Context: an optimization exercise on an open-source flow, tuned for small area. The choices shown serve that exercise and are no tape-out recipe. The RTL was checked by simulation tests, not by an equivalence proof against the original design. The clock port is modelled as an ideal driver, which makes a skipped or thinned clock tree look cheaper than it is; a real chip needs a root buffer or a tree.

## rfid_lock_core
module rfid_lock_core(clk, rst, ms_tick, sec_tick, pf_event, pcd_cs_n, pcd_sck, pcd_mosi, pcd_miso, pcd_rst_n, nv_rd, nv_rdata, nv_wr, nv_wdata, auth_req, auth_uid, auth_ack, auth_match, act_valid, act_unlock, booted
, locked_out, last_result);
Size: ~89 flip-flops, ~0.0053 sq mm of cells after synthesis.
Settings: LEC_CHECK=0, CAP_MARGIN=20, CORE_MARGIN=2, CORE_UTILIZATION=40, PLACE_DENSITY=0.6, SLEW_MARGIN=20, SYNTH_HIERARCHICAL=1, SYNTH_MINIMUM_KEEP_SIZE=0; clock period 10.0 ns.
standard.sh (not shown) runs the stock make flow with config.mk's settings and CLKGATE_MAP_FILE= SYNTH_SCRIPT=/design/flow/synth_recipe.tcl, a recipe that flattens the netlist after the stock synthesis.
==> flow/flow/run.sh <==
#!/bin/bash
# Standard ORFS layout (the standard.sh, standard synthesis unchanged) with
# changes that only affect cell sizes and the clock buffers:
#  - every port still gets its own buffer, but a buf_1 instead of the default
#  - logic cells sized up by synthesis start again from drive strength 1
#    before placement's repair_design (flow/downsize.tcl), and repair may use
#    drive strengths up to 4
#  - after CTS, the clock network is rebuilt flat (flow/clocktree.tcl): the
#    clock port drives 4 clkbuf_16, each driving one cluster of flip-flops,
#    so every flip-flop has the same one-buffer clock path
# Each tool's full output is in standard_flow.log (and ORFS's own logs).
set -euo pipefail
HERE=$(pwd)
export BUFFER_PORTS_ARGS="-buffer_cell sky130_fd_sc_hd__buf_1"
export PRE_RESIZE_TCL="$HERE/flow/downsize.tcl"
export POST_CTS_TCL="$HERE/flow/clocktree.tcl"
export CLK_K=4
export CLK_BUF=sky130_fd_sc_hd__clkbuf_16
export CTS_ARGS="-sink_clustering_enable -repair_clock_nets -dont_use_dummy_load -buf_list sky130_fd_sc_hd__clkbuf_8"
bash standard.sh > standard_flow.log 2>&1
==> flow/flow/clocktree.tcl <==
set K $::env(CLK_K)
set bufcell $::env(CLK_BUF)
set block [ord::get_db_block]
set db [ord::get_db]
set clknet [$block findNet clk]
# every register clock pin
set sinks {}
foreach inst [$block getInsts] {
  set it [$inst findITerm CLK]
  if {$it ne "NULL" && [string match "*df*" [[$inst getMaster] getName]]} { lappend sinks $it }
}
# remove the CTS buffers and their nets
set old {}
foreach inst [$block getInsts] {
  if {[string match "*clkbuf*" [[$inst getMaster] getName]] && [string match "clkbuf_*" [$inst getName]]} { lappend old $inst }
}
foreach it $sinks { $it disconnect }
foreach inst $old {
  set on [[$inst findITerm X] getNet]
  foreach it [$inst getITerms] { $it disconnect }
  odb::dbInst_destroy $inst
  if {$on ne "NULL" && [$on getName] ne "clk"} { odb::dbNet_destroy $on }
}
# k-means on sink locations
set pts {}
foreach it $sinks {
  set b [[$it getInst] getBBox]
  lappend pts [list [expr {([$b xMin]+[$b xMax])/2.0}] [expr {([$b yMin]+[$b yMax])/2.0}]]
}
set n [llength $pts]
set cent {}
for {set k 0} {$k < $K} {incr k} { lappend cent [lindex $pts [expr {int(($k + 0.5) * $n / $K)}]] }
set cent [lsort -real -index 0 $cent]
for {set iter 0} {$iter < 50} {incr iter} {
  set asg {}
  foreach p $pts {
    set best 0; set bd 1e30
    for {set k 0} {$k < $K} {incr k} {
      set c [lindex $cent $k]
      set d [expr {abs([lindex $p 0]-[lindex $c 0]) + abs([lindex $p 1]-[lindex $c 1])}]
      if {$d < $bd} { set bd $d; set best $k }
    }
    lappend asg $best
  }
  set nc {}
  for {set k 0} {$k < $K} {incr k} {
    set sx 0; set sy 0; set m 0
    foreach p $pts a $asg { if {$a == $k} { set sx [expr {$sx+[lindex $p 0]}]; set sy [expr {$sy+[lindex $p 1]}]; incr m } }
    if {$m > 0} { lappend nc [list [expr {$sx/$m}] [expr {$sy/$m}]] } else { lappend nc [lindex $cent $k] }
  }
  set cent $nc
}
set master [$db findMaster $bufcell]
for {set k 0} {$k < $K} {incr k} {
  set inst [odb::dbInst_create $block $master "clkbuf_flat_$k"]
  set net [odb::dbNet_create $block "clknet_flat_$k"]
  $net setSigType CLOCK
  [$inst findITerm A] connect $clknet
  [$inst findITerm X] connect $net
  set c [lindex $cent $k]
  $inst setLocation [expr {int([lindex $c 0])}] [expr {int([lindex $c 1])}]
  $inst setPlacementStatus PLACED
  set m 0
  foreach it $sinks a $asg { if {$a == $k} { $it connect $net; incr m } }
  puts "clocktree.tcl: clkbuf_flat_$k drives $m flip-flops"
}
global_connect
detailed_placement
check_placement -verbose
estimate_parasitics -placement
report_clock_skew
Other scripts of this flow, unchanged in this note and not shown: flow/flow/downsize.tcl
Rerun with:
==> flow/flow/run.sh (replaced) <==
#!/bin/bash
# Standard ORFS layout with changes that only affect cell sizes:
#  - every port still gets its own buffer, but a buf_1 instead of the default
#  - logic cells sized up by synthesis start again from drive strength 1
#    before placement's repair_design
#  - CTS uses smaller clock buffers and inserts no dummy loads
set -euo pipefail
HERE=$(pwd)
export BUFFER_PORTS_ARGS="-buffer_cell sky130_fd_sc_hd__buf_1"
export PRE_RESIZE_TCL="$HERE/flow/downsize.tcl"
export POST_CTS_TCL="$HERE/flow/clocktree.tcl"
export CLK_K=4
export CLK_BUF=sky130_fd_sc_hd__clkbuf_16
export CTS_ARGS="-sink_clustering_enable -repair_clock_nets -dont_use_dummy_load -buf_list sky130_fd_sc_hd__clkbuf_8 -sink_clustering_size 23 -sink_clustering_max_diameter 100"
bash standard.sh > standard_flow.log 2>&1
After rerunning: The changed run passed the timing, DRC and antenna checks. Via count does not change. Fmax stays the same. Core utilization does not change. Sequential share of layout area stays the same. Wire length stays the same.
Rerun with:
==> flow/flow/run.sh (replaced) <==
#!/bin/bash
# Standard ORFS layout (the standard.sh, standard synthesis unchanged) with
# changes that only affect cell sizes and the clock buffers:
#  - every port still gets its own buffer, but a buf_1 instead of the default
#  - logic cells sized up by synthesis start again from drive strength 1
#    before placement's repair_design (flow/downsize.tcl), and repair may use
#    drive strengths up to 4
#  - after CTS, the clock network is rebuilt flat (flow/clocktree.tcl): the
#    clock port drives 4 clkbuf_16, each driving one cluster of flip-flops,
#    so every flip-flop has the same one-buffer clock path
# Each tool's full output is in standard_flow.log (and ORFS's own logs).
set -euo pipefail
HERE=$(pwd)
export BUFFER_PORTS_ARGS="-buffer_cell sky130_fd_sc_hd__buf_1"
export PRE_RESIZE_TCL="$HERE/flow/downsize.tcl"
export POST_CTS_TCL="$HERE/flow/clocktree.tcl"
export CLK_K=3
export CLK_BUF=sky130_fd_sc_hd__clkbuf_16
export CTS_ARGS="-sink_clustering_enable -repair_clock_nets -dont_use_dummy_load -buf_list sky130_fd_sc_hd__clkbuf_8"
bash standard.sh > standard_flow.log 2>&1
=> The new run finished with timing, DRC and antenna clean. Setup slack gets worse by 0.028 ns. Routed wire length barely changes. Via count is about the same.
In every run of this note, the design's own scripts or RTL, not TritonCTS, make the clock network.

-- port drivers added, routing unchanged --
No port has a modelled driver above. Below, the same layouts with a new extraction and two added sets of constraints.
Step 1 assumes that a clkbuf_16 drives the clock port and a buf_2 every other input.
Step 2 also shifts input and output timing later by t, the mid clock arrival at the registers, as if the neighbouring blocks saw the same clock.
a / b / c = ideal ports / drivers / drivers and shift; a / b = the first two.
run	t (ns)	setup WS [ns]	worst data-port slew with drivers (ns)
the first run	0.235	4.166 / 4.080 / 4.316	0.04
the second run	0.235	4.166 / 4.080 / 4.316	0.04
the third run	0.243	4.138 / 4.069 / 4.313	0.04
After both steps setup and hold are still met in every run listed.
